Source: an optimization exercise on an open RTL-to-GDS flow (aim: small area, a short achievable clock period and few clock cycles per item). Production flows keep margins and buffers that such runs may drop. Function was checked by simulation only, so behaviour that the tests miss may differ from the original. No activity file was given, so power comes from the tool's default toggle rates.

==> flow/run.sh <==
#!/bin/bash
# synth_recipe.tcl (not shown) runs the flow's synth.tcl, then flattens the netlist and writes it again
# the make line also repeats each setting of config.mk as NAME=value (left out here)
make -C /OpenROAD-flow-scripts/flow DESIGN_CONFIG=/design/flow/config.mk WORK_HOME=/design/flow/orfs CLKGATE_MAP_FILE= SYNTH_SCRIPT=/design/flow/synth_recipe.tcl finish
==> flow/config.mk <==
export PLATFORM = sky130hd
export DESIGN_NAME = owpx_arith
export DESIGN_NICKNAME = owpx_arith
export VERILOG_FILES = /design/flow/design.v
export SDC_FILE = /design/flow/constraint.sdc
export NUM_CORES = 4
export LEC_CHECK = 0
export CAP_MARGIN = 20
export CORE_MARGIN = 2
export CORE_UTILIZATION = 40
export SLEW_MARGIN = 20
==> flow/constraint.sdc <==
create_clock -name core_clock -period 12.0 [get_ports {clk}]
set_input_delay 2.4000 -clock core_clock [delete_from_list [all_inputs] [get_ports {clk}]]
set_output_delay 2.4000 -clock core_clock [all_outputs]
set_load 0.01 [all_outputs]
==> flow/design.v <==
`timescale 1ns/1ps
module owpx_arith (
    input             clk,
    input             rst_n,        
    input             cmd_valid,
    output            cmd_ready,
    input      [31:0] cmd,
    input      [31:0] arg,
    output reg        rsp_valid,
    output reg [3:0]  rsp_status,
    output reg [31:0] rsp_data
);
    localparam MA_MAX    = 64;
    localparam MAX_DUTY  = 1023;
    localparam PERIOD_US = 20000;
    localparam SUM_W     = 39;          
    localparam DIV_STEPS = SUM_W;
    localparam [3:0] ST_OK = 4'd0, ST_ILLEGAL = 4'd2;
    localparam [7:0] OP_SV_ANGLE = 8'h50, OP_SV_PULSE = 8'h51,
                     OP_MA_INIT  = 8'h70, OP_MA_ADD   = 8'h71,
                     OP_MA_AVG   = 8'h72, OP_MA_RESET = 8'h73;
    localparam S_IDLE = 1'b0, S_DIV = 1'b1;
    reg state;
    reg        [31:0]      ma_buf [0:MA_MAX-1];
    reg        [6:0]       ma_size;
    reg        [6:0]       ma_cnt;
    reg        [5:0]       ma_wp;
    reg signed [SUM_W-1:0] ma_sum;
    reg [SUM_W-1:0] dv_num;    
    reg [16:0]      dv_rem;
    reg [15:0]      dv_den;
    reg [5:0]       dv_cnt;
    reg             dv_neg;
    assign cmd_ready = (state == S_IDLE) && !rsp_valid;
    wire accept = cmd_valid && cmd_ready;
    wire [7:0]         op = cmd[31:24];
    wire signed [31:0] x  = arg;
    wire [15:0]        n  = cmd[15:0];
    reg legal;
    always @* begin
        case (op)
            OP_SV_ANGLE, OP_SV_PULSE, OP_MA_ADD,
            OP_MA_AVG, OP_MA_RESET:  legal = (cmd[23:0] == 24'd0);
            OP_MA_INIT:              legal = (cmd[23:16] == 8'd0) && (n <= MA_MAX);
            default:                 legal = 1'b0;
        endcase
    end
    wire [7:0]  angle = x[31] ? 8'd0 : (x > 180) ? 8'd180 : x[7:0];
    wire [14:0] pulse = x[31] ? 15'd0 : (x > PERIOD_US) ? PERIOD_US[14:0] : x[14:0];
    wire [SUM_W-1:0] angle_prod = angle * MAX_DUTY;
    wire [SUM_W-1:0] pulse_prod = pulse * MAX_DUTY;
    wire [SUM_W-1:0] sum_mag = ma_sum[SUM_W-1] ? -ma_sum : ma_sum;
    wire [31:0] ma_old   = ma_buf[ma_wp];
    wire        ma_full  = (ma_cnt == ma_size);
    wire [6:0]  wp_next  = {1'b0, ma_wp} + 7'd1;
    wire [16:0] dv_trial = {dv_rem[15:0], dv_num[SUM_W-1]};
    wire        dv_ge    = (dv_trial >= {1'b0, dv_den});
    wire [31:0] dv_q     = dv_num[31:0];
    always @(posedge clk) begin
        if (accept && legal && op == OP_MA_ADD && ma_size != 7'd0)
            ma_buf[ma_wp] <= x;
    end
    always @(posedge clk) begin
        if (!rst_n) begin
            state      <= S_IDLE;
            rsp_valid  <= 1'b0;
            rsp_status <= 4'd0;
            rsp_data   <= 32'd0;
            ma_size    <= 7'd0;
            ma_cnt     <= 7'd0;
            ma_wp      <= 6'd0;
            ma_sum     <= {SUM_W{1'b0}};
            dv_num     <= {SUM_W{1'b0}};
            dv_rem     <= 17'd0;
            dv_den     <= 16'd0;
            dv_cnt     <= 6'd0;
            dv_neg     <= 1'b0;
        end else begin
            rsp_valid <= 1'b0;
            case (state)
                S_IDLE: if (accept) begin
                    rsp_status <= ST_OK;
                    rsp_data   <= 32'd0;
                    if (!legal) begin
                        rsp_valid  <= 1'b1;
                        rsp_status <= ST_ILLEGAL;
                    end else begin
                        case (op)
                            OP_MA_INIT: begin
                                ma_size   <= n[6:0];
                                ma_cnt    <= 7'd0;
                                ma_wp     <= 6'd0;
                                ma_sum    <= {SUM_W{1'b0}};
                                rsp_valid <= 1'b1;
                            end
                            OP_MA_RESET: begin
                                ma_cnt    <= 7'd0;
                                ma_wp     <= 6'd0;
                                ma_sum    <= {SUM_W{1'b0}};
                                rsp_valid <= 1'b1;
                            end
                            OP_MA_ADD: begin
                                if (ma_size != 7'd0) begin
                                    if (ma_full) begin
                                        ma_sum <= ma_sum - {{(SUM_W-32){ma_old[31]}}, ma_old}
                                                         + {{(SUM_W-32){x[31]}}, x};
                                    end else begin
                                        ma_sum <= ma_sum + {{(SUM_W-32){x[31]}}, x};
                                        ma_cnt <= ma_cnt + 7'd1;
                                    end
                                    ma_wp <= (wp_next == ma_size) ? 6'd0 : wp_next[5:0];
                                end
                                rsp_valid <= 1'b1;
                            end
                            OP_MA_AVG: begin
                                if (ma_cnt == 7'd0) begin
                                    rsp_valid <= 1'b1;
                                end else begin
                                    dv_num <= sum_mag;
                                    dv_den <= {9'd0, ma_cnt};
                                    dv_neg <= ma_sum[SUM_W-1];
                                    dv_rem <= 17'd0;
                                    dv_cnt <= 6'd0;
                                    state  <= S_DIV;
                                end
                            end
                            OP_SV_ANGLE: begin
                                dv_num <= angle_prod;
                                dv_den <= 16'd180;
                                dv_neg <= 1'b0;
                                dv_rem <= 17'd0;
                                dv_cnt <= 6'd0;
                                state  <= S_DIV;
                            end
                            default: begin  
                                dv_num <= pulse_prod;
                                dv_den <= PERIOD_US[15:0];
                                dv_neg <= 1'b0;
                                dv_rem <= 17'd0;
                                dv_cnt <= 6'd0;
                                state  <= S_DIV;
                            end
                        endcase
                    end
                end
                S_DIV: begin
                    dv_num <= {dv_num[SUM_W-2:0], dv_ge};
                    dv_rem <= dv_ge ? (dv_trial - {1'b0, dv_den}) : dv_trial;
                    dv_cnt <= dv_cnt + 6'd1;
                    if (dv_cnt == DIV_STEPS) begin
                        state      <= S_IDLE;
                        rsp_valid  <= 1'b1;
                        rsp_status <= ST_OK;
                        rsp_data   <= dv_neg ? -dv_q : dv_q;
                    end
                end
            endcase
        end
    end
endmodule
==> impl_metrics.toml <==
[pwr]
share_seq_of_total_power_pct = 51.4
power_leakage_nw = 35.96
ir_worst_vdd_mv = 0.1571
p_sw_mw = 3.707
power.share.switching_pct = 22.61
p_comb_share_pct = 6.4
pwr-share-clk_pct = 42.1
power.density_nw_per_um2 = 147.9
cell_internal_pwr_mw = 12.69

[clock_network]
numCtsBuffers = 221
cts_max_path_buffers = 3
cts_setup_buffers = 0
clock-root-buffer = "sky130_fd_sc_hd__clkbuf_16"
holdBufCountCts = 0
tritoncts = "done"
cts_sinks = 2219
postCtsResizedCells = 0
clock_pin_slew_worst_setup_and_hold_paths_ns = 0.06
clock_latency_ns = 0.92
htree_num_levels = 4

[floorplanning]
die_h_um = 498.5
die_footprint_sq_um = 248500
core_area_sq_um = 243200
placementRows = 181
floorplan.die.width_um = 498.5
ios = 105
floorplan.initialDensity_pct = 40.21

[synth]
synth-seq-cells = 2219
post-synth-top-count-cell = "sky130_fd_sc_hd__edfxtp_1"
synth_seq_area_share_pct = 66.38
synthesis.area_sq_um = 97800
synth_top_area_cell = "sky130_fd_sc_hd__edfxtp_1"
synthesis.area_per_instance_sq_um = 17.51
ys_dominant_reg_cell = "sky130_fd_sc_hd__edfxtp_1"
synth_warnings = 1
synthDominantCellAreaShare_pct = 62.88
synth_edf_count = 2048
largest_cells_by_area_after_synthesis = "sky130_fd_sc_hd__edfxtp_1 63%, sky130_fd_sc_hd__mux4_2 15%, sky130_fd_sc_hd__dfxtp_1 3.5%"
yosysUniqueCellTypes = 77
synth.top_cells.by_count = "2048 x sky130_fd_sc_hd__edfxtp_1, 666 x sky130_fd_sc_hd__mux4_2, 355 x sky130_fd_sc_hd__inv_1"
synth_async_sr_flop_share_pct = 0
synthCells = 5585

[sta]
rsz0062_at_grt = "false"
final.setup_skew_ns = 0.1087
final.hold.worst_slack_ns = 0.4522
final_period_minus_worst_setup_slack_ns = 9.852
final_max_slew_viol_count = 0
timing_hold_violations_final = 0
final_clock_period_utilization_by_the_worst_path_pct = 82.10
setup-tns-final_ns = 0
worstMarginPinSlew_ns = 1.076
max_freq_mhz = 101.5
timing.max_slew.rel_slack_pct = 28.06
setup_viol = 0

[place]
detailedPlacementHpwl_um = 169600
gp_congestion = 0.9138
port_buffers = 101

[finish]
signed_area_change_from_the_synthesized_netlist_to_the_final_layout_pct = 13.36
post_route_cells_drive_above_1_share_pct = 21.51
layout.nets = 6214

[critical_path]
path_class = "input port to flop"
worst-endpoint-arrival_ns = 10.57
slowest_stage = "sky130_fd_sc_hd__a2111oi_0"
cpLargestDelayFamily = "compound AO/OA/AOI/OAI gates"
setup.worst_path.start_class = "input port"
critical_path.max_stage_delay_ns = 0.67
worst_ep_required_time_ns = 12.72
worst-path-max-fanout = 10
cp_common_cell = "sky130_fd_sc_hd__fa_1"
cp-end-kind = "flop"
timing.reg2reg.worst_path_depth = 19
critical_path.n_buffers_inverters = 6
timing.critical_path.depth = 26

[grt]
grt_start_max_net_pins = 126
groute.usage.overall_pct = 21.86
antenna_found_initial = 18
grt_pass1_wl_um = 391100
first_global_vias = 53130
grt.overflow.total = 0

[route]
drt_pre_antenna_iters = 6
drt_iter0_markers = 6336
routed_wl_um = 274200
routed-via-count = 53460
route.detailed.vias_per_inst = 5.810
wl_per_cell_um = 29.80
postRouteAntennaNets = 0
route.detailed.drc = 0

[min_path]
timing.hold.worst_path_depth = 2
worstHoldPathType = "flop to flop"

[job]
maxCapViolCount = 0

[status]
outcome = "no timing/DRC/antenna violations"
## layer usage
| metal | vias up | global-route usage [%] | wire (um) |
|---|---|---|---|
| met3 | 353 | 3.900 | 21690 |
| li1 | 22580 | - | - |
| met4 | 0 | 5.034 | 6178 |
| met5 | - | 0 | 0 |
| met2 | 2044 | 34.63 | 128500 |
| met1 | 28490 | 31.57 | 117800 |
## stage by stage
step                cell area, sq um  setup slack, ns  instances  power, mW  util (%)
floorplan                      97810            2.634       5587      9.249         -
global placement              103600            1.245       8794      9.637     42.58
detailed placement            103600            1.326       8794      9.651     42.58
CTS                           110800            2.226       9198      16.51     45.57
global route                  110900            1.731       9198      16.90     45.58
finish                        110900            2.148       9202      16.40     45.58
## final cells by class
cell class	count	area (sq um)
diodes	4	10.01
fillers	20840	132400
inverters	357	1341
clock inverters	147	1589
repair buffers	270	2245
clock buffers	257	5685
multi-input cells	2746	31040
flip-flops and latches	2219	64940
well taps	3202	4006
## worst paths after layout
kind / startpoint / slack [ns] / end
hold reg to reg: dv_den[6] / 0.45 / dv_den[6]
setup / recovery: arg[10] / 2.15 / dv_num[23]
setup reg to reg: flop / 4.33 / ma_sum[38]
hold / removal: dv_den[6] / 0.45 / dv_den[6]
## worst min-delay path, cell delays in order (launching register included)
cell and delay (ns):
sky130_fd_sc_hd__dfxtp_1 0.30, sky130_fd_sc_hd__nand2_1 0.05, sky130_fd_sc_hd__a21oi_1 0.05
## registers in the layout (all words and copies together) (netlist names), named ones only
| register | cells |
|---|---|
| ma_buf | 2048 |
| ma_cnt | 7 |
| rsp_status | 1 |
| ma_wp | 6 |
| dv_neg | 1 |
| state | 1 |
| dv_cnt | 6 |
| ma_sum | 39 |
| dv_rem | 16 |
| dv_den | 9 |
| dv_num | 39 |
| rsp_data | 32 |
| ma_size | 7 |
| rsp_valid | 1 |
## cell usage in the layout (no fill, tap or decap), types with 159 or more instances in the layout
cell type	netlist	routed
sky130_fd_sc_hd__edfxtp_1	2048	2048
sky130_fd_sc_hd__nand2_1	231	231
sky130_fd_sc_hd__nor2_1	250	185
sky130_fd_sc_hd__inv_1	355	355
sky130_fd_sc_hd__o21ai_0	175	174
sky130_fd_sc_hd__buf_4	3	159
sky130_fd_sc_hd__dfxtp_1	171	164
sky130_fd_sc_hd__mux4_2	666	666
sky130_fd_sc_hd__clkbuf_16	0	221
sky130_fd_sc_hd__a21oi_1	195	195
sky130_fd_sc_hd__ha_1	190	190
## kinds of logic after synthesis
family	share of synthesized area [%]
compound gates	4.462
xor+xnor	1.764
fa+ha+maj	5.337
buf+inv	2.406
flops	66.38
mux	15.68
other cells	0.003834
simple gates	3.961
## power by group through the flow
stage | Clock [mW] | Combinational [mW] | Sequential, mW
global placement | 0 | 1.04 | 8.60
global route | 7.30 | 1.17 | 8.43
CTS | 7.02 | 1.06 | 8.43
finish | 6.91 | 1.05 | 8.44
floorplan | 0 | 0.647 | 8.60
detailed placement | 0 | 1.05 | 8.60
Testbench counts, summed over its fixed seeds: cycles 500,600, cmds 24,000.

-- port drivers added, routing unchanged --
The results above use ideal ports. As a check the final layout listed here was re-extracted and re-timed, cells and wires unchanged.
Step 1 (the two cells are an assumption about what drives the block):
set clk [get_ports {clk}]
set_driving_cell -lib_cell sky130_fd_sc_hd__clkbuf_16 $clk
set_driving_cell -lib_cell sky130_fd_sc_hd__buf_2 [delete_from_list [all_inputs] $clk]
Step 2, shift: input delay + t, output delay - t, t = (earliest + latest rising clock arrival at the registers) / 2. This alone moves slack from input paths to output paths.
a / b / c = no drivers / after step 1 / after step 2; a / b = the first two.
t, ns: 0.954
slack for setup (ns): 2.148 / 2.215 / 1.261
clock arrival spread, ns: 0.114 / 0.114
slew at the worst register clock pin (ns): 0.07 / 0.07
After both steps this run still meets setup and hold. For this run, drivers alone change the setup slack by +0.067 ns; drivers and shift together by -0.887 ns.
